Background: an optimization exercise with open tools, aiming at small area, a short achievable clock period and few clock cycles per item. Do not read the settings as production practice. In this exercise RTL edits were held to simulation tests only and were not proved equivalent to the original.

`design.v`:
```
module rca #(parameter W = 8) (
    input  wire [W-1:0] a,
    input  wire [W-1:0] b,
    input  wire         ci,
    output wire [W-1:0] s,
    output wire         co
);
    wire [W:0] c;
    assign c[0] = ci;
    genvar k;
    generate for (k = 0; k < W; k = k + 1) begin : g
        assign s[k]   = a[k] ^ b[k] ^ c[k];
        assign c[k+1] = (a[k] & b[k]) | (a[k] & c[k]) | (b[k] & c[k]);
    end endgenerate
    assign co = c[W];
endmodule
module dstep #(parameter W = 9) (
    input  wire [W-1:0] r,
    input  wire [W-1:0] d,
    output wire [W-1:0] o,
    output wire         q
);
    wire [W-1:0] s;
    rca #(W) u (.a(r), .b(~d), .ci(1'b1), .s(s), .co(q));
    assign o = q ? s : r;
endmodule
module amul #(parameter A = 8, parameter B = 8) (
    input  wire [A-1:0]   a,
    input  wire [B-1:0]   b,
    output wire [A+B-1:0] y
);
    wire [A+B-1:0] acc [0:A];
    assign acc[0] = {(A+B){1'b0}};
    genvar i, j;
    generate for (i = 0; i < A; i = i + 1) begin : row
        wire [B:0] c;
        assign c[0] = 1'b0;
        for (j = 0; j < B; j = j + 1) begin : col
            wire x  = acc[i][i+j];
            wire pp = a[i] & b[j];
            assign acc[i+1][i+j] = x ^ pp ^ c[j];
            assign c[j+1] = (x & pp) | (x & c[j]) | (pp & c[j]);
        end
        if (i > 0) begin : lo
            assign acc[i+1][i-1:0] = acc[i][i-1:0];
        end
        if (i < A - 1) begin : hi
            assign acc[i+1][A+B-1:i+B] = {{(A-1-i){1'b0}}, c[B]};
        end else begin : top
            assign acc[i+1][A+B-1] = c[B];
        end
    end endgenerate
    assign y = acc[A];
endmodule
module amac #(parameter A = 8, parameter B = 8) (
    input  wire [A-1:0]   a,
    input  wire [B-1:0]   b,
    input  wire [B-1:0]   c,
    output wire [A+B-1:0] y
);
    wire [A+B-1:0] acc [0:A];
    assign acc[0] = {{A{1'b0}}, c};
    genvar i, j;
    generate for (i = 0; i < A; i = i + 1) begin : row
        wire [B:0] cy;
        assign cy[0] = 1'b0;
        for (j = 0; j < B; j = j + 1) begin : col
            wire x  = acc[i][i+j];
            wire pp = a[i] & b[j];
            assign acc[i+1][i+j] = x ^ pp ^ cy[j];
            assign cy[j+1] = (x & pp) | (x & cy[j]) | (pp & cy[j]);
        end
        if (i > 0) begin : lo
            assign acc[i+1][i-1:0] = acc[i][i-1:0];
        end
        if (i < A - 1) begin : hi
            assign acc[i+1][A+B-1:i+B] = {{(A-1-i){1'b0}}, cy[B]};
        end else begin : top
            assign acc[i+1][A+B-1] = cy[B];
        end
    end endgenerate
    assign y = acc[A];
endmodule
module div255 (
    input  wire [15:0] u,
    output wire [7:0]  q,
    output wire [7:0]  m
);
    wire [7:0] t; wire c8;
    rca #(8) u_lo (.a(u[7:0]), .b(u[15:8]), .ci(1'b1), .s(t), .co(c8));
    assign q = u[15:8] + {7'd0, c8};
    wire cm;
    rca #(8) u_m (.a(u[7:0]), .b(q), .ci(1'b0), .s(m), .co(cm));
endmodule
module satsc (
    input  wire [7:0]  s,
    input  wire [31:0] w,
    output wire [7:0]  s2
);
    wire [7:0]  ex  = w[30:23];
    wire        lo  = ex < 8'd118;
    wire        hi  = ex > 8'd134;
    wire [4:0]  sh  = 5'd6 - ex[4:0];             
    wire [31:0] pr;
    amac #(8, 24) u_m (.a(s), .b({1'b1, w[22:0]}), .c(24'd0), .y(pr));
    wire [16:0] t   = pr[31:15];
    wire [16:0] y   = t >> sh;
    wire        rb  = y[0];
    wire [7:0]  iv  = y[8:1];
    wire        ov  = |y[16:9];
    wire [15:0] msk = (16'd1 << sh) - 16'd1;
    wire        st  = (|pr[14:0]) | (|(t[15:0] & msk));
    wire        up  = rb & (st | iv[0]);
    wire        sat = ov | ((iv == 8'hff) & up);
    wire [7:0]  inc = iv + {7'd0, up};
    assign s2 = lo ? 8'd0 : (hi ? {8{|s}} : (sat ? 8'hff : inc));
endmodule
module fwd1 (
    input  wire [7:0] r, g, b,
    output wire [7:0] vmax,
    output reg  [7:0] d,
    output wire [7:0] sr,       
    output wire [3:0] sq,       
    output wire [7:0] hr,       
    output wire [3:0] hq,       
    output reg        pos,
    output reg  [1:0] kb        
);
    wire [7:0] d_rg, d_rb, d_gb;
    wire c_rg, c_rb, c_gb;
    rca #(8) u_rg (.a(r), .b(~g), .ci(1'b1), .s(d_rg), .co(c_rg));    
    rca #(8) u_rb (.a(r), .b(~b), .ci(1'b1), .s(d_rb), .co(c_rb));    
    rca #(8) u_gb (.a(g), .b(~b), .ci(1'b1), .s(d_gb), .co(c_gb));    
    wire sel_r = c_rg & c_rb;
    wire sel_g = !sel_r & c_gb;
    assign vmax = sel_r ? r : (sel_g ? g : b);
    reg [7:0] e;
    always @(*) begin
        if (sel_r) begin
            pos = c_gb; kb = c_gb ? 2'd0 : 2'd3;
            d = c_gb ? d_rb : d_rg;
            e = c_gb ? d_gb : -d_gb;
        end else if (sel_g) begin
            pos = !c_rb; kb = 2'd1;
            d = c_rb ? d_gb : -d_rg;
            e = c_rb ? d_rb : -d_rb;
        end else begin
            pos = c_rg; kb = 2'd2;
            d = c_rg ? -d_gb : -d_rb;
            e = c_rg ? d_rg : -d_rg;
        end
    end
    wire [7:0] lb = 8'd0 - d;
    wire [8:0] s_r [0:4];
    assign s_r[0] = {1'b0, d - 8'd1};
    genvar i;
    generate for (i = 0; i < 4; i = i + 1) begin : sd
        dstep #(9) u (.r({s_r[i][7:0], lb[7-i]}), .d({1'b0, vmax}), .o(s_r[i+1]), .q(sq[3-i]));
    end endgenerate
    assign sr = s_r[4][7:0];
    wire [8:0] h_r [0:4];
    assign h_r[0] = {1'b0, e};
    dstep #(9) u_h7 (.r(h_r[0]), .d({1'b0, d}), .o(h_r[1]), .q(hq[3]));
    generate for (i = 1; i < 4; i = i + 1) begin : hd
        dstep #(9) u (.r({h_r[i][7:0], 1'b0}), .d({1'b0, d}), .o(h_r[i+1]), .q(hq[3-i]));
    end endgenerate
    assign hr = h_r[4][7:0];
endmodule
module fwd2 (
    input  wire [7:0] vmax,
    input  wire [7:0] d,
    input  wire [7:0] sr,
    input  wire [3:0] sqh,
    input  wire [7:0] hr,
    input  wire [3:0] hqh,
    input  wire       pos,
    input  wire [1:0] kb,
    output wire [7:0] h,
    output wire [7:0] s
);
    wire dz = (d == 8'd0);
    wire [3:0] lb = 4'd0 - d[3:0];
    wire [8:0] s_r [0:4];
    wire [3:0] sql;
    assign s_r[0] = {1'b0, sr};
    genvar i;
    generate for (i = 0; i < 4; i = i + 1) begin : sd
        dstep #(9) u (.r({s_r[i][7:0], lb[3-i]}), .d({1'b0, vmax}), .o(s_r[i+1]), .q(sql[3-i]));
    end endgenerate
    wire [7:0] sq = {sqh, sql};
    wire [8:0] s_c; wire s_ge;
    rca #(9) u_sc (.a({s_r[4][7:0], 1'b0}), .b(~{1'b0, vmax}), .ci(1'b1), .s(s_c), .co(s_ge));
    wire s_eq = (s_c == 9'd0);
    wire s_up = s_ge & (!s_eq | sq[0]);
    wire [7:0] s_v = sq + {7'd0, s_up};
    wire [8:0] h_r [0:4];
    wire [3:0] hql;
    assign h_r[0] = {1'b0, hr};
    generate for (i = 0; i < 4; i = i + 1) begin : hd
        dstep #(9) u (.r({h_r[i][7:0], 1'b0}), .d({1'b0, d}), .o(h_r[i+1]), .q(hql[3-i]));
    end endgenerate
    wire [7:0] hq = {hqh, hql};
    wire       rnz = (h_r[4][7:0] != 8'd0);
    wire [9:0] base = {kb, 8'd0};
    wire [9:0] nn  = pos ? base + {2'b0, hq} : base - {2'b0, hq} - {9'd0, rnz};
    wire [9:0] q3  = nn / 10'd3;
    wire [1:0] m3  = nn % 10'd3;
    wire [8:0] h_c; wire h_ge;
    rca #(9) u_hc (.a({h_r[4][7:0], 1'b0}), .b(~{1'b0, d}), .ci(1'b1), .s(h_c), .co(h_ge));
    wire h_eq = (h_c == 9'd0);
    wire gt = pos ? (h_ge & !h_eq) : (rnz & !h_ge);
    wire h_up = (m3 == 2'd2) || ((m3 == 2'd1) && (gt || (h_eq && q3[0])));
    wire [7:0] h_v = q3[7:0] + {7'd0, h_up};
    assign h = dz ? 8'd0 : h_v;
    assign s = dz ? 8'd0 : s_v;
endmodule
module inv2 (
    input  wire [2:0] i,
    input  wire [6:0] f,
    input  wire [7:0] s, v,
    output reg  [7:0] r, g, b
);
    wire [15:0] P;
    amac #(8, 8) u_p (.a(s), .b(v), .c(8'd0), .y(P));
    wire [7:0] pa, pb;
    div255 u_pd (.u(P), .q(pa), .m(pb));
    wire [7:0] p; wire pc;
    rca #(8) u_ps (.a(v), .b(~pa), .ci(!pb[7]), .s(p), .co(pc));
    wire [6:0]  w  = i[0] ? f : ~f;
    wire [22:0] M;
    amac #(7, 16) u_x (.a(w), .b(P), .c(i[0] ? 16'd0 : P), .y(M));
    wire [7:0] xa, xb;
    div255 u_xd (.u(M[22:7]), .q(xa), .m(xb));
    wire b127 = (xb == 8'd127);
    wire gt = xb[7] | (b127 & (M[6:0] > 7'd64));
    wire eq = b127 & (M[6:0] == 7'd64);
    wire dn = gt | (eq & (v[0] ^ xa[0]));
    wire [7:0] x; wire xc;
    rca #(8) u_xs (.a(v), .b(~xa), .ci(!dn), .s(x), .co(xc));
    always @(*) begin
        if (s == 8'd0) begin
            r = v; g = v; b = v;
        end else begin
            case (i)
                3'd0:    begin r = v; g = x; b = p; end
                3'd1:    begin r = x; g = v; b = p; end
                3'd2:    begin r = p; g = v; b = x; end
                3'd3:    begin r = p; g = x; b = v; end
                3'd4:    begin r = x; g = p; b = v; end
                default: begin r = v; g = p; b = x; end
            endcase
        end
    end
endmodule
module hsv_unit (
    input  wire        clk,
    input  wire        rst,
    input  wire        in_valid,
    output wire        in_ready,
    input  wire [1:0]  in_op,
    input  wire        in_order,
    input  wire [31:0] in_sat,
    input  wire [7:0]  in_p0,
    input  wire [7:0]  in_p1,
    input  wire [7:0]  in_p2,
    output reg         out_valid,
    input  wire        out_ready,
    output reg  [7:0]  out_p0,
    output reg  [7:0]  out_p1,
    output reg  [7:0]  out_p2
);
    reg  stall, rdy;
    reg  v0, v1, v2, v3, sv;
    wire adv  = !stall;
    assign in_ready = rdy;         
    wire acc  = in_valid & adv;
    wire enq  = adv & v3;
    wire deq  = out_valid & out_ready;
    wire [1:0] n_now  = {1'b0, out_valid} + {1'b0, sv};
    wire [1:0] n_next = n_now + {1'b0, enq} - {1'b0, deq};
    reg [1:0]  a_op;
    reg        a_ord;
    reg [31:0] a_sat;
    reg [7:0]  a_p0, a_p1, a_p2;
    always @(posedge clk) begin
        if (adv) begin
            a_op <= in_op; a_ord <= in_order; a_sat <= in_sat;
            a_p0 <= in_p0; a_p1 <= in_p1; a_p2 <= in_p2;
        end
    end
    wire [7:0] r = a_ord ? a_p2 : a_p0;
    wire [7:0] b = a_ord ? a_p0 : a_p2;
    wire [7:0] f_v, f_d, f_sr, f_hr;
    wire [3:0] f_sq, f_hq;
    wire       f_pos;
    wire [1:0] f_kb;
    fwd1 u_f1 (.r(r), .g(a_p1), .b(b), .vmax(f_v), .d(f_d), .sr(f_sr), .sq(f_sq),
               .hr(f_hr), .hq(f_hq), .pos(f_pos), .kb(f_kb));
    wire byp  = (a_op == 2'd2) && (a_sat == 32'h3F800000);
    wire pass = (a_op == 2'd1) || byp;             
    reg  [7:0] A_v, A_d, A_sr, A_hr;
    reg  [3:0] A_sq, A_hq;
    reg        A_pos;
    reg  [1:0] A_kb;
    reg [31:0] A_sat;
    reg        A_sat_on, A_inv, A_pass, A_ord;
    always @(posedge clk) begin
        if (adv) begin
            A_v  <= pass ? a_p2 : f_v;
            A_d  <= pass ? a_p1 : f_d;
            A_sr <= pass ? a_p0 : f_sr;
            A_hr <= f_hr; A_sq <= f_sq; A_hq <= f_hq; A_pos <= f_pos; A_kb <= f_kb;
            A_sat <= a_sat;
            A_sat_on <= (a_op == 2'd2) && !byp;
            A_inv    <= (a_op != 2'd0) && !byp;
            A_pass   <= pass;
            A_ord    <= a_ord;
        end
    end
    wire [7:0] g_h, g_s;
    fwd2 u_f2 (.vmax(A_v), .d(A_d), .sr(A_sr), .sqh(A_sq), .hr(A_hr), .hqh(A_hq),
               .pos(A_pos), .kb(A_kb), .h(g_h), .s(g_s));
    reg  [7:0] B_h, B_s, B_v;
    reg [31:0] B_sat;
    reg        B_sat_on, B_inv, B_ord;
    always @(posedge clk) begin
        if (adv) begin
            B_h <= A_pass ? A_sr : g_h;
            B_s <= A_pass ? A_d  : g_s;
            B_v <= A_v;
            B_sat <= A_sat; B_sat_on <= A_sat_on; B_inv <= A_inv; B_ord <= A_ord;
        end
    end
    wire [7:0] s2;
    satsc u_s (.s(B_s), .w(B_sat), .s2(s2));
    wire [9:0] h3; wire h3c;
    rca #(9) u_h3 (.a({B_h, 1'b0}), .b({1'b0, B_h}), .ci(1'b0), .s(h3[8:0]), .co(h3c));
    assign h3[9] = h3c;
    reg  [9:0] C_h;
    reg  [7:0] C_s, C_v;
    reg        C_inv, C_ord;
    always @(posedge clk) begin
        if (adv) begin
            C_h <= B_inv ? h3 : {2'b00, B_h};
            C_s <= B_sat_on ? s2 : B_s;
            C_v <= B_v;
            C_inv <= B_inv; C_ord <= B_ord;
        end
    end
    wire [7:0] ir, ig, ib;
    inv2 u_i (.i(C_h[9:7]), .f(C_h[6:0]), .s(C_s), .v(C_v), .r(ir), .g(ig), .b(ib));
    wire [7:0] y0 = C_inv ? (C_ord ? ib : ir) : C_h[7:0];
    wire [7:0] y1 = C_inv ? ig : C_s;
    wire [7:0] y2 = C_inv ? (C_ord ? ir : ib) : C_v;
    reg [7:0] k0, k1, k2;
    always @(posedge clk) begin
        if (rst) begin
            v0 <= 1'b0; v1 <= 1'b0; v2 <= 1'b0; v3 <= 1'b0;
            sv <= 1'b0; out_valid <= 1'b0; stall <= 1'b0; rdy <= 1'b1;
        end else begin
            if (adv) begin
                v0 <= acc; v1 <= v0; v2 <= v1; v3 <= v2;
            end
            out_valid <= (n_next != 2'd0);
            sv        <= (n_next == 2'd2);
            stall     <= (n_next == 2'd2);
            rdy       <= (n_next != 2'd2);
        end
        if (!out_valid || deq) begin
            if (sv) begin
                out_p0 <= k0; out_p1 <= k1; out_p2 <= k2;
            end else begin
                out_p0 <= y0; out_p1 <= y1; out_p2 <= y2;
            end
        end
        if (enq) begin
            k0 <= y0; k1 <= y1; k2 <= y2;
        end
    end
endmodule
```
`run.sh`:
```
#!/bin/bash
# synth_recipe.tcl (not shown) runs the flow's synth.tcl, then flattens the netlist and writes it again
# the make line also repeats each setting of config.mk as NAME=value (left out here)
make -C /OpenROAD-flow-scripts/flow DESIGN_CONFIG=/design/flow/config.mk WORK_HOME=/design/flow/orfs CLKGATE_MAP_FILE= SYNTH_SCRIPT=/design/flow/synth_recipe.tcl finish
```
`config.mk`:
```
export PLATFORM = sky130hd
export DESIGN_NAME = hsv_unit
export DESIGN_NICKNAME = hsv_unit
export VERILOG_FILES = /design/flow/design.v
export SDC_FILE = /design/flow/constraint.sdc
export NUM_CORES = 4
export LEC_CHECK = 0
export CAP_MARGIN = 20
export CORE_MARGIN = 2
export CORE_UTILIZATION = 40
export SLEW_MARGIN = 20
```
`constraint.sdc`:
```
create_clock -name core_clock -period 110.0 [get_ports {clk}]
set_input_delay 22.0000 -clock core_clock [delete_from_list [all_inputs] [get_ports {clk}]]
set_output_delay 22.0000 -clock core_clock [all_outputs]
set_load 0.01 [all_outputs]
```
==> impl_metrics.env, run 1 <==
export IMPL_die_w_um=288
export IMPL_finalSetupViolations=0
export IMPL_critPathSlowestCell="fa_1"
export IMPL_min_period_over_period_pct=22.1
export IMPL_required_ns=110.34
export IMPL_critPathMaxStageDelay_ns=0.80
export IMPL_fmax_mhz=41.2
export IMPL_hpwl_mm=58.0
export IMPL_drive_above_1_share_pct=8.42
export IMPL_status="complete, no violations"
export IMPL_numCtsBuffers=30
export IMPL_n_fill_cell=7593
export IMPL_cap_violations=0
export IMPL_clock_sinks=278
export IMPL_post_synth_instance_area_um2=32300
export IMPL_synth_top_area_cell="fa_1"
export IMPL_worstPathMaxFanout=13
export IMPL_io_buffers=88
export IMPL_slew_viol_final=0
export IMPL_ys_top_cells_by_area="fa_1 (29%), edfxtp_1 (25%), and2_1 (4.8%), ha_1 (3.4%), mux2i_1 (3.2%)"
export IMPL_antenna_found_initial=1
export IMPL_diodes=0
export IMPL_grt_use_total_pct=18.2
export IMPL_yosys_mux_area_fraction_pct=7.15
export IMPL_cts_setup_buffers=0
export IMPL_fin_nets=3665
export IMPL_hold_start="B_v[2]"
export IMPL_cts_buffer_depth=3
export IMPL_place_gp_congestion=0.907
export IMPL_rsz0062_at_grt="no"
export IMPL_num_rows=104
export IMPL_overflow=0
export IMPL_crit_buf_inv=7
export IMPL_core_area_um2=80300
export IMPL_h_tree_depth=1
export IMPL_worstPathArrival_ns=24.63
export IMPL_synth_xor_area_share_pct=3.19
export IMPL_drt_first_pass_iters=6
export IMPL_synthCells=3029
export IMPL_endpoint_kind="flip-flop"
export IMPL_ys_flop_type="edfxtp_1"
export IMPL_ctsHoldBuffers=0
export IMPL_grt_pass1_vias=22504
export IMPL_die_h_um=288
export IMPL_worst_skew_pair_late_latency_ns=0.60
export IMPL_vias=22076
export IMPL_setup_ws_ns=85.71
export IMPL_initial_core_util_pct=40.2
export IMPL_synth_most_common_cell="fa_1"
export IMPL_clock_root_buffer="clkbuf_16"
export IMPL_wl_per_cell_um=17.9
export IMPL_hold_path_class="flip-flop to flip-flop"
export IMPL_synth_cell_types=123
export IMPL_synth_edff_count=271
export IMPL_dpl_cell_area_um2=34200
export IMPL_rr_startpoint="C_v[1]"
export IMPL_synth_nets=3655
export IMPL_crit_type="flip-flop to flip-flop"
export IMPL_ctsResizeCount=0
export IMPL_postRouteAntennaNets=0
export IMPL_tritoncts="built"
export IMPL_yosys_warnings=7
export IMPL_synth_simple_area_share_pct=15.1
export IMPL_final_cells=4123
export IMPL_tightestPinTransition_ns=1.04
export IMPL_yosys_top_cells_count="fa_1 (476), edfxtp_1 (271), inv_1 (271), nand2_1 (250), and2_1 (247)"
export IMPL_drtIter0Drc=1481
export IMPL_ys_seq_area_share_pct=25.6
export IMPL_synth_adder_area_share_pct=33.6
export IMPL_synth_avg_cell_area_um2=10.7
export IMPL_hold_viol_final=0
export IMPL_path_clk_slew_ns=0.06
export IMPL_synth_top_cell_area_share_pct=29.5
export IMPL_drcViolationCount=0
export IMPL_finalClockSkew_ns=0.0155
export IMPL_startpoint="C_v[1]"
export IMPL_syn2layout_area_growth_pct=9.14
export IMPL_grt_max_degree=102
export IMPL_dieArea_um2=83100
export IMPL_fin_tns_setup_ns=0
export IMPL_pre_cts_slack_ns=85.66
export IMPL_cp_top_family="adder cells"
export IMPL_ios=89
export IMPL_startpoint_type="flip-flop"
export IMPL_dpl_cell_count=4067
export IMPL_yosys_register_bits=278
export IMPL_synth_compound_area_share_pct=10.2
export IMPL_max_slew_margin_rel_pct=30.5
export IMPL_fin_area_um2=35300
export IMPL_grt_pass1_wl_mm=121
export IMPL_synth_top_family_by_area="adder cells"
export IMPL_period_minus_slack_ns=24.29
export IMPL_postRouteWirelength_mm=73.9
export IMPL_crit_path_frequent_cell="fa_1"
export IMPL_synthArstFlopShare_pct=0
export IMPL_viasPerCell=5.35
layout by cell type (no fill, tap or decap), types with 10 or more instances in the layout:
| cell type | count |
|---|---|
| a22o_1 | 21 |
| a21oi_1 | 89 |
| edfxtp_1 | 271 |
| xor2_1 | 38 |
| and2_1 | 247 |
| nand2_1 | 250 |
| maj3_1 | 23 |
| nor2_1 | 183 |
| mux2_2 | 91 |
| nand3_1 | 52 |
| and3_1 | 17 |
| o21a_1 | 15 |
| or3_1 | 12 |
| ha_1 | 87 |
| o2111ai_1 | 10 |
| o21ai_0 | 102 |
| or2_2 | 11 |
| xnor2_1 | 74 |
| nand2b_1 | 41 |
| a31oi_1 | 12 |
| nor4_1 | 18 |
| o211ai_1 | 19 |
| buf_4 | 35 |
| nor3_1 | 24 |
| clkbuf_16 | 30 |
| clkdlybuf4s50_1 | 88 |
| o22ai_1 | 38 |
| o31ai_1 | 11 |
| a211o_1 | 13 |
| nand4_1 | 20 |
| a22oi_1 | 17 |
| inv_1 | 271 |
| nor2b_1 | 26 |
| mux2i_1 | 104 |
| a211oi_1 | 18 |
| fa_1 | 476 |
worst paths after layout:
check | end | slack (ns) | cells past startpoint
worst max register to register | out_p2[7] | 85.71 | 73
worst max-delay path | out_p2[7] | 85.71 | 73
worst min-delay path | C_v[2] | 0.42 | 0
worst min register to register | C_v[2] | 0.42 | 0
worst reg2reg max path: cells and delay by family, from the launching register on:
family / cells / cell delay (ns)
and+or+nand+nor: 6 / 0.64
AOI/OAI and AO/OA: 7 / 1.10
muxes: 2 / 0.43
DFF: 1 / 0.70
buffers and inverters: 7 / 0.62
xor gates and xnor gates: 3 / 0.49
adders and majority gates: 48 / 20.06
registers in the layout, summed over array words and instances (netlist names), 10 cells and up:
signal,cells
a_sat,32
C_h,10
B_sat,31
A_sat,31
per-layer routing:
metal | share of wire [%] | vias up | GRT usage [%]
met3 | 3.8 | 115 | 1.48
met2 | 49 | 482 | 31.3
met4 | 3.1 | 0 | 5.32
met5 | 0 | - | 0
met1 | 44 | 11098 | 24.7
li1 | - | 10381 | -
final cells by class:
class / count / area, µm² / area share [%]
clock buffers: 32 / 758 / 2.15
clock inverters: 24 / 304 / 0.862
inverters: 283 / 1090 / 3.10
multi-input cells: 2323 / 22400 / 63.4
flip-flops and latches: 278 / 8280 / 23.5
well taps: 1060 / 1330 / 3.76
repair buffers: 123 / 1140 / 3.24
through the flow:
stage / util, % / hold WS, ns
2_1_floorplan: - / 0.400
3_3_place_gp: 42.6 / 0.401
3_5_place_dp: 42.6 / 0.405
4_1_cts: 43.9 / 0.418
5_1_grt: 43.9 / 0.424
6_report: 43.9 / 0.418
logic make-up after synthesis:
kind of cell | after synthesis
AND/OR/NAND/NOR | 947
adder cells (fa/ha/maj) | 587
multiplexers | 208
flip-flops | 278
XOR/XNOR | 115
buffers and inverters | 428
AO/OA/AOI/OAI | 466
Testbench counts, summed over its fixed seeds: cycles 32,040, pixels 32,000.
==> run 2: changes to the inputs <==
--- a/design.v
+++ b/design.v
@@ -203,8 +203,9 @@
     wire       rnz = (h_r[4][7:0] != 8'd0);
     wire [9:0] base = {kb, 8'd0};
     wire [9:0] nn  = pos ? base + {2'b0, hq} : base - {2'b0, hq} - {9'd0, rnz};
-    wire [9:0] q3  = nn / 10'd3;
-    wire [1:0] m3  = nn % 10'd3;
+    wire [9:0] q3;
+    wire [1:0] m3;
+    div3 u_d3 (.n(nn), .q(q3), .m(m3));
     wire [8:0] h_c; wire h_ge;
     rca #(9) u_hc (.a({h_r[4][7:0], 1'b0}), .b(~{1'b0, d}), .ci(1'b1), .s(h_c), .co(h_ge));
     wire h_eq = (h_c == 9'd0);
@@ -218,7 +219,9 @@
     input  wire [2:0] i,
     input  wire [6:0] f,
     input  wire [7:0] s, v,
-    output reg  [7:0] r, g, b
+    input  wire       ord,      
+    input  wire       raw,      
+    output wire [7:0] o0, o1, o2
 );
     wire [15:0] P;
     amac #(8, 8) u_p (.a(s), .b(v), .c(8'd0), .y(P));
@@ -237,20 +240,44 @@
     wire dn = gt | (eq & (v[0] ^ xa[0]));
     wire [7:0] x; wire xc;
     rca #(8) u_xs (.a(v), .b(~xa), .ci(!dn), .s(x), .co(xc));
+    reg [1:0] c0, c1, c2;        
+    reg [1:0] cr, cb;
     always @(*) begin
+        case (i)
+            3'd0:    begin cr = 2'd0; c1 = 2'd1; cb = 2'd2; end
+            3'd1:    begin cr = 2'd1; c1 = 2'd0; cb = 2'd2; end
+            3'd2:    begin cr = 2'd2; c1 = 2'd0; cb = 2'd1; end
+            3'd3:    begin cr = 2'd2; c1 = 2'd1; cb = 2'd0; end
+            3'd4:    begin cr = 2'd1; c1 = 2'd2; cb = 2'd0; end
+            default: begin cr = 2'd0; c1 = 2'd2; cb = 2'd1; end
+        endcase
+        c0 = ord ? cb : cr;
+        c2 = ord ? cr : cb;
         if (s == 8'd0) begin
-            r = v; g = v; b = v;
-        end else begin
-            case (i)
-                3'd0:    begin r = v; g = x; b = p; end
-                3'd1:    begin r = x; g = v; b = p; end
-                3'd2:    begin r = p; g = v; b = x; end
-                3'd3:    begin r = p; g = x; b = v; end
-                3'd4:    begin r = x; g = p; b = v; end
-                default: begin r = v; g = p; b = x; end
-            endcase
+            c0 = 2'd0; c1 = 2'd0; c2 = 2'd0;
+        end
+        if (raw) begin
+            c0 = 2'd3; c1 = 2'd3; c2 = 2'd0;
         end
     end
+    assign o0 = (c0 == 2'd0) ? v : (c0 == 2'd1) ? x : (c0 == 2'd2) ? p : {i[0], f};
+    assign o1 = (c1 == 2'd0) ? v : (c1 == 2'd1) ? x : (c1 == 2'd2) ? p : s;
+    assign o2 = (c2 == 2'd0) ? v : (c2 == 2'd1) ? x : p;
+endmodule
+module div3 (
+    input  wire [9:0] n,
+    output wire [9:0] q,
+    output wire [1:0] m
+);
+    wire [1:0] r [0:10];
+    assign r[10] = 2'd0;
+    genvar k;
+    generate for (k = 9; k >= 0; k = k - 1) begin : st
+        wire [2:0] t = {r[k+1], n[k]};
+        assign q[k] = (t >= 3'd3);
+        assign r[k] = q[k] ? t[1:0] - 2'd3 : t[1:0];
+    end endgenerate
+    assign m = r[0];
 endmodule
 module hsv_unit (
     input  wire        clk,
@@ -347,11 +374,9 @@
             C_inv <= B_inv; C_ord <= B_ord;
         end
     end
-    wire [7:0] ir, ig, ib;
-    inv2 u_i (.i(C_h[9:7]), .f(C_h[6:0]), .s(C_s), .v(C_v), .r(ir), .g(ig), .b(ib));
-    wire [7:0] y0 = C_inv ? (C_ord ? ib : ir) : C_h[7:0];
-    wire [7:0] y1 = C_inv ? ig : C_s;
-    wire [7:0] y2 = C_inv ? (C_ord ? ir : ib) : C_v;
+    wire [7:0] y0, y1, y2;
+    inv2 u_i (.i(C_h[9:7]), .f(C_h[6:0]), .s(C_s), .v(C_v), .ord(C_ord), .raw(!C_inv),
+              .o0(y0), .o1(y1), .o2(y2));
     reg [7:0] k0, k1, k2;
     always @(posedge clk) begin
         if (rst) begin
--- a/config.mk
+++ b/config.mk
@@ -5,7 +5,8 @@
 export SDC_FILE = /design/flow/constraint.sdc
 export NUM_CORES = 4
 export LEC_CHECK = 0
+export ABC_AREA = 1
 export CAP_MARGIN = 20
 export CORE_MARGIN = 2
-export CORE_UTILIZATION = 40
+export CORE_UTILIZATION = 65
 export SLEW_MARGIN = 20
==> run 2 against run 1 <==
Effect of this change: still clean; sequential share of layout area up 1.2 points; routed wire length up 4.5%; flip-flop and latch count unchanged; critical path type unchanged; largest cell class unchanged; highest routed layer is now met5.
==> impl_metrics.env, run 2 <==
export IMPL_top_register="a_sat"
export IMPL_ctsResizeCount=0
export IMPL_critPathSlowestCell="edfxtp_1"
export IMPL_clock_root_buffer="clkbuf_16"
export IMPL_postLayoutCoreUtil_pct=70.7
export IMPL_fin_nets=4165
export IMPL_synth_avg_cell_area_um2=8.84
export IMPL_initial_core_util_pct=65.5
export IMPL_synth_top_cell_area_share_pct=30.7
export IMPL_tightestPinTransition_ns=1.12
export IMPL_critPathMaxStageDelay_ns=0.70
export IMPL_cp_top_family="adder cells"
export IMPL_rsz0062_at_grt="no"
export IMPL_synthCells=3514
export IMPL_drive_above_1_share_pct=5.14
export IMPL_diodes=0
export IMPL_endpoint_kind="flip-flop"
export IMPL_io_buffers=88
export IMPL_status="complete, no violations"
export IMPL_drt_first_pass_iters=8
export IMPL_drtIter0Drc=1880
export IMPL_dieArea_um2=49500
export IMPL_top_regs="a_sat x32, A_sat x31, B_sat x31"
export IMPL_place_gp_congestion=0.926
export IMPL_synth_edff_count=271
export IMPL_grt_pass1_vias=24468
export IMPL_largest_reg_flops=32
export IMPL_grt_use_total_pct=32.4
export IMPL_finalSetupViolations=0
export IMPL_yosys_warnings=8
export IMPL_max_slew_margin_rel_pct=25.5
export IMPL_hold_path_class="flip-flop to flip-flop"
export IMPL_worstPathArrival_ns=24.76
export IMPL_ys_seq_area_share_pct=26.7
export IMPL_ctsHoldBuffers=0
export IMPL_ys_top_cells_by_area="fa_1 (31%), edfxtp_1 (26%), nand2_1 (10%), inv_1 (7.8%), ha_1 (3.7%)"
export IMPL_yosys_top_cells_count="nand2_1 (866), inv_1 (645), fa_1 (476), edfxtp_1 (271), nor2_1 (223)"
export IMPL_startpoint_type="flip-flop"
export IMPL_fmax_mhz=41.1
export IMPL_viasPerCell=5.69
export IMPL_crit_buf_inv=10
export IMPL_tritoncts="built"
export IMPL_vias=23747
export IMPL_slew_viol_final=0
export IMPL_numCtsBuffers=36
export IMPL_overflow=0
export IMPL_grt_max_degree=127
export IMPL_seq_area_um2=8280
export IMPL_finalClockSkew_ns=0.0179
export IMPL_h_tree_depth=2
export IMPL_crit_path_frequent_cell="fa_1"
export IMPL_drcViolationCount=0
export IMPL_crit_type="flip-flop to flip-flop"
export IMPL_antenna_found_initial=1
export IMPL_multiInputGateArea_um2=19700
export IMPL_syn2layout_area_growth_pct=7.98
export IMPL_postRouteAntennaNets=0
export IMPL_die_h_um=223
export IMPL_cts_setup_buffers=0
export IMPL_period_minus_slack_ns=24.33
export IMPL_min_period_over_period_pct=22.1
export IMPL_core_area_um2=47400
export IMPL_cts_buffer_depth=3
export IMPL_synth_top_area_cell="fa_1"
export IMPL_cap_violations=0
export IMPL_mostFrequentLayoutCell="nand2_1"
export IMPL_required_ns=110.43
export IMPL_clock_sinks=278
export IMPL_n_fill_cell=3713
export IMPL_num_rows=80
export IMPL_worstPathMaxFanout=14
export IMPL_fin_tns_setup_ns=0
export IMPL_synth_nets=4146
export IMPL_ios=89
export IMPL_ys_flop_type="edfxtp_1"
export IMPL_postRouteWirelength_mm=77.2
export IMPL_hpwl_mm=61.5
export IMPL_die_w_um=223
export IMPL_synth_cell_types=62
export IMPL_yosys_register_bits=278
export IMPL_worst_skew_pair_late_latency_ns=0.56
export IMPL_path_clk_slew_ns=0.07
export IMPL_hold_viol_final=0
export IMPL_wl_per_cell_um=18.5
export IMPL_synthArstFlopShare_pct=0
export IMPL_post_synth_instance_area_um2=31100
export IMPL_final_cell_mix="nand2_1 (866), inv_1 (644), fa_1 (476)"
export IMPL_grt_pass1_wl_mm=126
export IMPL_synth_most_common_cell="nand2_1"
run 2: metal layers:
| layer | share of wire, % | GRT usage (%) | vias to the layer above |
|---|---|---|---|
| li1 | - | - | 11012 |
| met1 | 40 | 42.6 | 11736 |
| met2 | 49 | 54.7 | 831 |
| met3 | 6.7 | 5.17 | 166 |
| met4 | 3.8 | 11.7 | 2 |
| met5 | 0.014 | 0 | - |
run 2: final timing paths:
path                             start        end  slack, ns  cells past startpoint
worst max-delay path            C_v[0]  out_p0[7]      85.67                     74
worst min register to register  B_v[2]     C_v[2]       0.41                      0
worst max register to register  C_v[0]  out_p0[7]      85.67                     74
worst min-delay path            B_v[2]     C_v[2]       0.41                      0
run 2: final cells by class:
cell class	instances	area share (%)
repair buffers	116	3.25
well taps	615	2.29
clock inverters	17	0.556
inverters	677	7.60
flip-flops and latches	278	24.7
clock buffers	48	2.95
multi-input cells	2424	58.7
run 2: kinds of logic (layout without fill, tap and decap cells):
| family | count (synthesis) | count (layout) | synth area share (%) |
|---|---|---|---|
| AOI/OAI and AO/OA | 409 | 409 | 7.76 |
| xor gates and xnor gates | 72 | 72 | 2.05 |
| adders and majority gates | 569 | 569 | 34.4 |
| buffers and inverters | 812 | 858 | 10.0 |
| DFF | 278 | 278 | 26.7 |
| muxes | 22 | 22 | 0.709 |
| and+or+nand+nor | 1352 | 1352 | 18.4 |
run 2: stage by stage:
stage / instance area [µm²] / hold slack [ns] / setup slack (ns) / cells
after floorplan: 31100 / 0.400 / 86.91 / 3514
after global placement: 32400 / 0.401 / 86.38 / 4110
after detailed placement: 32400 / 0.405 / 85.78 / 4110
after CTS: 33500 / 0.416 / 85.69 / 4175
after global routing: 33500 / 0.421 / 84.64 / 4175
final: 33500 / 0.415 / 85.67 / 4175
Testbench counts of run 2, summed over its fixed seeds: cycles 32,040, pixels 32,000.
==> run 3: changes to the inputs <==
--- a/design.v
+++ b/design.v
@@ -104,12 +104,19 @@
     wire [31:0] pr;
     amac #(8, 24) u_m (.a(s), .b({1'b1, w[22:0]}), .c(24'd0), .y(pr));
     wire [16:0] t   = pr[31:15];
-    wire [16:0] y   = t >> sh;
+    wire [8:0]  y   = t >> sh;
     wire        rb  = y[0];
     wire [7:0]  iv  = y[8:1];
-    wire        ov  = |y[16:9];
-    wire [15:0] msk = (16'd1 << sh) - 16'd1;
-    wire        st  = (|pr[14:0]) | (|(t[15:0] & msk));
+    wire [16:0] po, qo;
+    assign po[16] = t[16];
+    assign qo[0]  = |pr[14:0];
+    genvar j;
+    generate for (j = 0; j < 16; j = j + 1) begin : pf
+        assign po[j]   = po[j+1] | t[j];
+        assign qo[j+1] = qo[j] | t[j];
+    end endgenerate
+    wire        ov  = !sh[4] && !sh[3] && po[5'd9 + {2'b00, sh[2:0]}];
+    wire        st  = qo[sh];
     wire        up  = rb & (st | iv[0]);
     wire        sat = ov | ((iv == 8'hff) & up);
     wire [7:0]  inc = iv + {7'd0, up};
@@ -225,21 +232,30 @@
 );
     wire [15:0] P;
     amac #(8, 8) u_p (.a(s), .b(v), .c(8'd0), .y(P));
-    wire [7:0] pa, pb;
-    div255 u_pd (.u(P), .q(pa), .m(pb));
-    wire [7:0] p; wire pc;
-    rca #(8) u_ps (.a(v), .b(~pa), .ci(!pb[7]), .s(p), .co(pc));
+    wire [7:0] pz; wire pzc;
+    rca #(8) u_pz (.a(P[7:0]), .b(P[15:8]), .ci(1'b0), .s(pz), .co(pzc));
+    wire pc8  = pzc | (pz == 8'hff);
+    wire pbhi = !pzc ? (pz[7] & (pz != 8'hff)) : (pz >= 8'd127);
+    wire [7:0] pd; wire pdc;
+    rca #(8) u_ps (.a(v), .b(~P[15:8]), .ci(1'b1), .s(pd), .co(pdc));
+    wire [7:0] p = pd - {6'd0, pc8 & pbhi, pc8 ^ pbhi};
     wire [6:0]  w  = i[0] ? f : ~f;
     wire [22:0] M;
     amac #(7, 16) u_x (.a(w), .b(P), .c(i[0] ? 16'd0 : P), .y(M));
-    wire [7:0] xa, xb;
-    div255 u_xd (.u(M[22:7]), .q(xa), .m(xb));
-    wire b127 = (xb == 8'd127);
-    wire gt = xb[7] | (b127 & (M[6:0] > 7'd64));
-    wire eq = b127 & (M[6:0] == 7'd64);
-    wire dn = gt | (eq & (v[0] ^ xa[0]));
-    wire [7:0] x; wire xc;
-    rca #(8) u_xs (.a(v), .b(~xa), .ci(!dn), .s(x), .co(xc));
+    wire [7:0] uh = M[22:15];
+    wire [7:0] ul = M[14:7];
+    wire [6:0] l7 = M[6:0];
+    wire [7:0] z; wire zc;
+    rca #(8) u_z (.a(ul), .b(uh), .ci(1'b0), .s(z), .co(zc));
+    wire c8   = zc | (z == 8'hff);
+    wire b127 = !zc ? (z == 8'd127) : (z == 8'd126);            
+    wire bhi  = !zc ? (z[7] & (z != 8'hff)) : (z >= 8'd127);     
+    wire gt = bhi | (b127 & (l7 > 7'd64));
+    wire eq = b127 & (l7 == 7'd64);
+    wire [7:0] xd; wire xdc;
+    rca #(8) u_xs (.a(v), .b(~uh), .ci(1'b1), .s(xd), .co(xdc));
+    wire dn = gt | (eq & (xd[0] ^ c8));
+    wire [7:0] x = xd - {6'd0, c8 & dn, c8 ^ dn};
     reg [1:0] c0, c1, c2;        
     reg [1:0] cr, cb;
     always @(*) begin
@@ -303,8 +319,8 @@
     wire acc  = in_valid & adv;
     wire enq  = adv & v3;
     wire deq  = out_valid & out_ready;
-    wire [1:0] n_now  = {1'b0, out_valid} + {1'b0, sv};
-    wire [1:0] n_next = n_now + {1'b0, enq} - {1'b0, deq};
+    wire keep = out_valid & !out_ready;            
+    wire full = keep & (sv | enq);                 
     reg [1:0]  a_op;
     reg        a_ord;
     reg [31:0] a_sat;
@@ -386,10 +402,10 @@
             if (adv) begin
                 v0 <= acc; v1 <= v0; v2 <= v1; v3 <= v2;
             end
-            out_valid <= (n_next != 2'd0);
-            sv        <= (n_next == 2'd2);
-            stall     <= (n_next == 2'd2);
-            rdy       <= (n_next != 2'd2);
+            out_valid <= sv | enq | keep;
+            sv        <= full;
+            stall     <= full;
+            rdy       <= !full;
         end
         if (!out_valid || deq) begin
             if (sv) begin
==> run 3 against run 2 <==
Effect of this change: die area is 0.62% lower; area after synthesis is 0.63% lower; cell count is 1.5% lower; worst setup slack better by 0.83 ns; via count is 3.3% lower; flip-flop and latch count stayed put; synthesized cell count is 1.2% lower; critical path depth is 73 lower; design area is 1.2% lower; register-to-register slack better by 2.9 ns; first-iteration DRC count is 22% lower.
==> impl_metrics.env, run 3 <==
export IMPL_status="complete, no violations"
export IMPL_fmax_mhz=42.6
export IMPL_dpl_cell_area_um2=32100
export IMPL_core_area_um2=46800
export IMPL_grt_max_degree=92
export IMPL_period_minus_slack_ns=23.49
export IMPL_initial_core_util_pct=66.0
export IMPL_place_gp_congestion=0.929
export IMPL_synthArstFlopShare_pct=0
export IMPL_n_fill_cell=3625
export IMPL_path_clk_slew_ns=0.06
export IMPL_drcViolationCount=0
export IMPL_drtIter0Drc=1461
export IMPL_hold_viol_final=0
export IMPL_top_regs="a_sat x32, A_sat x31, B_sat x31"
export IMPL_yosys_register_bits=278
export IMPL_grt_use_total_pct=29.7
export IMPL_ys_flop_type="edfxtp_1"
export IMPL_overflow=0
export IMPL_final_cell_mix="nand2_1 (851), inv_1 (675), fa_1 (483)"
export IMPL_slew_viol_final=0
export IMPL_rsz0062_at_grt="no"
export IMPL_cts_setup_buffers=0
export IMPL_ctsHoldBuffers=0
export IMPL_synth_top_family_by_area="adder cells"
export IMPL_worst_skew_pair_late_latency_ns=0.62
export IMPL_startpoint_type="flip-flop"
export IMPL_ios=89
export IMPL_drt_first_pass_iters=6
export IMPL_grt_pass1_vias=23659
export IMPL_crit_type="flip-flop to output port"
export IMPL_rr_startpoint="A_d[0]"
export IMPL_r2r_end="B_h[6]"
export IMPL_synth_simple_area_share_pct=18.2
export IMPL_drive_above_1_share_pct=4.76
export IMPL_die_h_um=222
export IMPL_whs_endpoint="C_v[2]"
export IMPL_critPathSlowestCell="clkdlybuf4s50_1"
export IMPL_largest_reg_flops=32
export IMPL_required_ns=88.00
export IMPL_synth_top_area_cell="fa_1"
export IMPL_grt_pass1_wl_mm=117
export IMPL_ctsResizeCount=0
export IMPL_tritoncts="built"
export IMPL_cap_violations=0
export IMPL_yosys_warnings=8
export IMPL_postLayoutCoreUtil_pct=70.8
export IMPL_ys_top_cells_by_area="fa_1 (31%), edfxtp_1 (26%), nand2_1 (10%), inv_1 (8.2%), ha_1 (3.7%)"
export IMPL_crit_buf_inv=1
export IMPL_yosys_mux_area_fraction_pct=0.584
export IMPL_fin_nets=4120
export IMPL_viasPerCell=5.58
export IMPL_synthCells=3473
export IMPL_clock_root_buffer="clkbuf_16"
export IMPL_die_w_um=222
export IMPL_fin_area_um2=33100
export IMPL_synth_edff_count=271
export IMPL_antenna_found_initial=1
export IMPL_dieArea_um2=49200
export IMPL_worstPathMaxFanout=1
export IMPL_synth_most_common_cell="nand2_1"
export IMPL_postRouteAntennaNets=0
export IMPL_synth_top_cell_area_share_pct=31.3
export IMPL_syn2layout_area_growth_pct=7.33
export IMPL_num_rows=79
export IMPL_hpwl_mm=56.6
export IMPL_post_synth_instance_area_um2=30900
export IMPL_hold_start="B_v[2]"
export IMPL_top_register="a_sat"
export IMPL_rr_worst_depth=110
export IMPL_h_tree_depth=1
export IMPL_postRouteWirelength_mm=70.4
export IMPL_fin_tns_setup_ns=0
export IMPL_clock_sinks=278
export IMPL_finalClockSkew_ns=0.0541
export IMPL_vias=22957
export IMPL_synth_cell_types=65
export IMPL_numCtsBuffers=30
export IMPL_min_period_over_period_pct=21.4
export IMPL_tightestPinTransition_ns=1.06
export IMPL_endpoint_kind="output port"
export IMPL_critPathMaxStageDelay_ns=0.55
export IMPL_holdPathStages=0
export IMPL_finalSetupViolations=0
export IMPL_path_cells="clkdlybuf4s50_1"
export IMPL_r2r_setup_slack_ns=88.60
export IMPL_cts_buffer_depth=3
export IMPL_mostFrequentLayoutCell="nand2_1"
export IMPL_max_slew_margin_rel_pct=29.5
export IMPL_cp_top_family="buffers and inverters"
export IMPL_io_buffers=88
export IMPL_synth_nets=4110
export IMPL_wl_per_cell_um=17.1
export IMPL_diodes=0
export IMPL_ys_seq_area_share_pct=26.8
export IMPL_yosys_top_cells_count="nand2_1 (851), inv_1 (675), fa_1 (483), edfxtp_1 (271), nor2_1 (213)"
export IMPL_synth_compound_area_share_pct=7.42
export IMPL_worstPathArrival_ns=1.49
export IMPL_whs_ns=0.376
export IMPL_synth_xor_area_share_pct=1.70
export IMPL_synth_avg_cell_area_um2=8.89
export IMPL_synth_adder_area_share_pct=35.0
export IMPL_hold_path_class="flip-flop to flip-flop"
[run 3: metrics by stage]
step,setup WS (ns),std cells
global placement,86.47,4058
CTS,86.45,4112
global route,86.45,4112
detailed placement,86.44,4058
floorplan,87.10,3473
finish,86.51,4112
[run 3: how the worst max path moves through the flow]
stage | from | to | cells after the start
after floorplan | out_ready | out_p0[0] | 2
after global placement | out_ready | out_p2[3] | 3
after detailed placement | out_ready | out_p2[4] | 3
after CTS | out_p0[1] | out_p0[1] | 1
after global routing | out_p0[1] | out_p0[1] | 1
final | out_p0[1] | out_p0[1] | 1
[run 3: worst register-to-register path: cells and delay by family, from the launching register on]
kind,cells,cell delay (ns)
adders and majority gates,39,12.30
DFF,1,0.66
buffers and inverters,23,2.35
xor gates and xnor gates,3,0.46
muxes,1,0.19
AOI/OAI and AO/OA,8,0.95
and+or+nand+nor,36,4.21
[run 3: layer usage]
metal  vias to the layer above  wire length (µm)  global-route usage (%)
li1                      10814                 -                       -
met1                     11315             28600                    37.4
met2                       677             35700                    52.8
met3                       151              3580                    4.07
met4                         0              2520                    10.4
met5                         -                 0                       0
[run 3: cells by family after synthesis]
| group | after synthesis |
|---|---|
| adders and majority gates | 574 |
| xor gates and xnor gates | 60 |
| buffers and inverters | 826 |
| DFF | 278 |
| AOI/OAI and AO/OA | 394 |
| and+or+nand+nor | 1323 |
| muxes | 18 |
[run 3: final cells by class]
type / instances / area, µm² / area share (%)
timing repair buffer: 110 / 1050 / 3.16
inverter: 694 / 2610 / 7.89
multi-input combinational: 2369 / 19400 / 58.6
clock buffer: 33 / 762 / 2.30
clock inverter: 21 / 240 / 0.725
tap: 607 / 759 / 2.29
sequential: 278 / 8280 / 25.0
Testbench counts of run 3, summed over its fixed seeds: cycles 32,040, pixels 32,000.
==> run 4: changes to the inputs <==
--- a/design.v
+++ b/design.v
@@ -125,7 +125,7 @@
 module fwd1 (
     input  wire [7:0] r, g, b,
     output wire [7:0] vmax,
-    output reg  [7:0] d,
+    output wire [7:0] d,
     output wire [7:0] sr,       
     output wire [3:0] sq,       
     output wire [7:0] hr,       
@@ -133,30 +133,26 @@
     output reg        pos,
     output reg  [1:0] kb        
 );
-    wire [7:0] d_rg, d_rb, d_gb;
-    wire c_rg, c_rb, c_gb;
-    rca #(8) u_rg (.a(r), .b(~g), .ci(1'b1), .s(d_rg), .co(c_rg));    
-    rca #(8) u_rb (.a(r), .b(~b), .ci(1'b1), .s(d_rb), .co(c_rb));    
-    rca #(8) u_gb (.a(g), .b(~b), .ci(1'b1), .s(d_gb), .co(c_gb));    
+    wire c_rg = (r >= g);
+    wire c_rb = (r >= b);
+    wire c_gb = (g >= b);
     wire sel_r = c_rg & c_rb;
     wire sel_g = !sel_r & c_gb;
     assign vmax = sel_r ? r : (sel_g ? g : b);
-    reg [7:0] e;
+    wire [7:0] vmin = (!c_rg & !c_rb) ? r : (c_gb ? b : g);
+    reg  [7:0] mid;
     always @(*) begin
         if (sel_r) begin
-            pos = c_gb; kb = c_gb ? 2'd0 : 2'd3;
-            d = c_gb ? d_rb : d_rg;
-            e = c_gb ? d_gb : -d_gb;
+            pos = c_gb; kb = c_gb ? 2'd0 : 2'd3; mid = c_gb ? g : b;
         end else if (sel_g) begin
-            pos = !c_rb; kb = 2'd1;
-            d = c_rb ? d_gb : -d_rg;
-            e = c_rb ? d_rb : -d_rb;
+            pos = !c_rb; kb = 2'd1; mid = c_rb ? r : b;
         end else begin
-            pos = c_rg; kb = 2'd2;
-            d = c_rg ? -d_gb : -d_rb;
-            e = c_rg ? d_rg : -d_rg;
+            pos = c_rg; kb = 2'd2; mid = c_rg ? r : g;
         end
     end
+    wire [7:0] e; wire dco, eco;
+    rca #(8) u_d (.a(vmax), .b(~vmin), .ci(1'b1), .s(d), .co(dco));
+    rca #(8) u_e (.a(mid), .b(~vmin), .ci(1'b1), .s(e), .co(eco));
     wire [7:0] lb = 8'd0 - d;
     wire [8:0] s_r [0:4];
     assign s_r[0] = {1'b0, d - 8'd1};
--- a/config.mk
+++ b/config.mk
@@ -8,5 +8,6 @@
 export ABC_AREA = 1
 export CAP_MARGIN = 20
 export CORE_MARGIN = 2
-export CORE_UTILIZATION = 65
+export CORE_UTILIZATION = 70
+export CTS_BUF_LIST = sky130_fd_sc_hd__clkbuf_8
 export SLEW_MARGIN = 20
==> run 4 against run 3 <==
Effect of this change: still clean; via count down 1.5%; design area down 1.5%; routed wire length is 2.9% lower; critical path depth stayed put; first-iteration DRC count rose by 21%; register-to-register slack got worse by 0.97 ns; sequential share of layout area rose by 0.39 points; critical endpoint is now out_p0[4].
==> impl_metrics.env, run 4 <==
export IMPL_status="complete, no violations"
export IMPL_cp_top_family="buffers and inverters"
export IMPL_crit_cells=1
export IMPL_whs_endpoint="B_sat[23]"
export IMPL_drtIter0Drc=1765
export IMPL_synth_top_area_cell="fa_1"
export IMPL_r2r_end="A_sr[4]"
export IMPL_crit_buf_inv=1
export IMPL_rsz0062_at_grt="no"
export IMPL_synth_top_cell_area_share_pct=31.6
export IMPL_viasPerCell=5.57
export IMPL_num_rows=76
export IMPL_n_fill_cell=3050
export IMPL_initial_core_util_pct=70.8
export IMPL_critPathMaxStageDelay_ns=0.54
export IMPL_ys_flop_type="edfxtp_1"
export IMPL_rr_worst_depth=70
export IMPL_yosys_warnings=8
export IMPL_largest_reg_flops=32
export IMPL_holdPathStages=0
export IMPL_wl_per_cell_um=16.8
export IMPL_cts_buffer_depth=3
export IMPL_multiInputGateArea_um2=19100
export IMPL_overflow=0
export IMPL_hpwl_mm=55.3
export IMPL_core_area_um2=43000
export IMPL_synthArstFlopShare_pct=0
export IMPL_synthCells=3403
export IMPL_cap_violations=0
export IMPL_ctsResizeCount=0
export IMPL_yosys_register_bits=278
export IMPL_synth_most_common_cell="nand2_1"
export IMPL_synth_cell_types=67
export IMPL_grt_max_degree=91
export IMPL_die_h_um=213
export IMPL_seq_area_um2=8280
export IMPL_antenna_found_initial=0
export IMPL_clock_root_buffer="clkbuf_8"
export IMPL_mostFrequentLayoutCell="nand2_1"
export IMPL_syn2layout_area_growth_pct=7.17
export IMPL_vias=22621
export IMPL_worst_skew_pair_late_latency_ns=0.63
export IMPL_cts_setup_buffers=0
export IMPL_dieArea_um2=45200
export IMPL_finalClockSkew_ns=0.0281
export IMPL_post_synth_instance_area_um2=30400
export IMPL_grt_pass1_wl_mm=112
export IMPL_whs_ns=0.415
export IMPL_tritoncts="built"
export IMPL_diodes=0
export IMPL_drive_above_1_share_pct=4.55
export IMPL_rr_startpoint="a_ord"
export IMPL_place_gp_congestion=0.923
export IMPL_grt_use_total_pct=31.5
export IMPL_hold_start="A_sat[23]"
export IMPL_hold_path_class="flip-flop to flip-flop"
export IMPL_path_cells="clkdlybuf4s50_1"
export IMPL_min_period_over_period_pct=21.4
export IMPL_final_cell_mix="nand2_1 (854), inv_1 (673), fa_1 (480)"
export IMPL_yosys_top_cells_count="nand2_1 (854), inv_1 (663), fa_1 (480), edfxtp_1 (271), nor2_1 (209)"
export IMPL_top_regs="a_sat x32, A_sat x31, B_sat x31"
export IMPL_ys_top_cells_by_area="fa_1 (32%), edfxtp_1 (27%), nand2_1 (11%), inv_1 (8.2%), ha_1 (4.2%)"
export IMPL_drt_first_pass_iters=8
export IMPL_synth_edff_count=271
export IMPL_drcViolationCount=0
export IMPL_fin_tns_setup_ns=0
export IMPL_postRouteWirelength_mm=68.4
export IMPL_postRouteAntennaNets=0
export IMPL_clock_sinks=278
export IMPL_top_register="a_sat"
export IMPL_path_clk_slew_ns=0.06
export IMPL_worstPathArrival_ns=1.50
export IMPL_numCtsBuffers=48
export IMPL_tightestPinTransition_ns=1.04
export IMPL_fmax_mhz=42.6
export IMPL_max_slew_margin_rel_pct=30.6
export IMPL_ctsHoldBuffers=0
export IMPL_die_w_um=213
export IMPL_slew_viol_final=0
export IMPL_r2r_setup_slack_ns=87.63
export IMPL_h_tree_depth=2
export IMPL_startpoint_type="flip-flop"
export IMPL_endpoint_kind="output port"
export IMPL_io_buffers=88
export IMPL_crit_type="flip-flop to output port"
export IMPL_finalSetupViolations=0
export IMPL_ys_seq_area_share_pct=27.2
export IMPL_grt_pass1_vias=23475
export IMPL_period_minus_slack_ns=23.50
export IMPL_ios=89
export IMPL_hold_viol_final=0
export IMPL_required_ns=88.00
export IMPL_synth_nets=4049
export IMPL_fin_nets=4079
export IMPL_synth_avg_cell_area_um2=8.94
export IMPL_worstPathMaxFanout=1
export IMPL_critPathSlowestCell="clkdlybuf4s50_1"
export IMPL_postLayoutCoreUtil_pct=75.9
-- run 4: cell count changes in the layout (fill, tap and decap cells not counted), sizes merged, moves of 6 or more --
cell / delta
o21ai: +13
xor2: -10
ha: +12
nand2: -28
nand4: +7
o22ai: +6
nand3: -8
a21oi: -20
mux2i: -7
o211ai: -19
clkbuf: +19
nor2: -8
-- run 4: metal layers --
| metal | up-vias | part of all wire [%] | wire [µm] | global-route usage (%) |
|---|---|---|---|---|
| met1 | 11123 | 39 | 26400 | 38.4 |
| met4 | 0 | 3.8 | 2590 | 12.2 |
| li1 | 10670 | - | - | - |
| met5 | - | 0 | 0 | 0 |
| met3 | 166 | 4.9 | 3360 | 4.17 |
| met2 | 662 | 53 | 36000 | 57.0 |
-- run 4: per-stage QoR --
stage	cell area (µm²)	instances	setup WS, ns
detailed placement	31700	3968	86.38
global placement	31700	3968	86.49
floorplan	30400	3403	87.10
CTS	32600	4058	86.46
global route	32600	4058	86.45
finish	32600	4058	86.50
-- run 4: worst max-delay path by stage --
stage | startpoint | endpoint | slack (ns)
final | out_p0[4] | out_p0[4] | 86.50
after global routing | out_p1[3] | out_p1[3] | 86.45
after CTS | out_p2[5] | out_p2[5] | 86.46
after detailed placement | out_ready | out_p1[1] | 86.38
after global placement | out_ready | out_p1[3] | 86.49
after floorplan | out_ready | out_p0[0] | 87.10
-- run 4: cell type report --
| type | instances | share of cell area (%) |
|---|---|---|
| flip-flops and latches | 278 | 25.4 |
| clock buffers | 52 | 2.19 |
| repair buffers | 108 | 3.16 |
| multi-input cells | 2318 | 58.5 |
| inverters | 679 | 7.84 |
| clock inverters | 38 | 0.713 |
| well taps | 585 | 2.24 |
-- run 4: kinds of logic (layout without fill, tap and decap cells) --
family	count (synthesis)	in the layout	share of synthesized area, %
simple gates	1290	1290	17.7
buf+inv	807	877	10.2
fa+ha+maj	583	583	35.8
compound gates	382	382	7.24
flops	278	278	27.2
xor+xnor	52	52	1.50
mux	11	11	0.362
Testbench counts of run 4, summed over its fixed seeds: cycles 32,040, pixels 32,000.

## re-timing with driven ports
The results above use ideal ports. As a check the final layouts listed here were re-extracted and re-timed, cells and wires unchanged. Step 1 (the two cells are an assumption about what drives the block):
set clk [get_ports {clk}]
set_driving_cell -lib_cell sky130_fd_sc_hd__clkbuf_16 $clk
set_driving_cell -lib_cell sky130_fd_sc_hd__buf_2 [delete_from_list [all_inputs] $clk]
Step 2 times the ports against the registers' clock, not the clock port: input delays grow and output delays shrink by t, the midpoint of the rising clock arrivals with the driver on. Three values: no drivers, after step 1, after step 2; two values: the first two.
run	t (ns)	setup slack, ns	slew at the worst register clock pin (ns)	pins driven straight from the clock port
run 1	0.647	85.706 / 85.706 / 85.706	0.07 / 0.07	1
run 2	0.615	85.672 / 85.672 / 85.672	0.07 / 0.07	1
run 3	0.647	86.506 / 86.448 / 86.454	0.07 / 0.07	1
run 4	0.671	86.502 / 86.451 / 86.364	0.09 / 0.09	1
After both steps setup and hold are still met in every run listed. The setup slack of run 4, which loses most, moves by -0.051 ns with the drivers and by -0.138 ns with both steps.
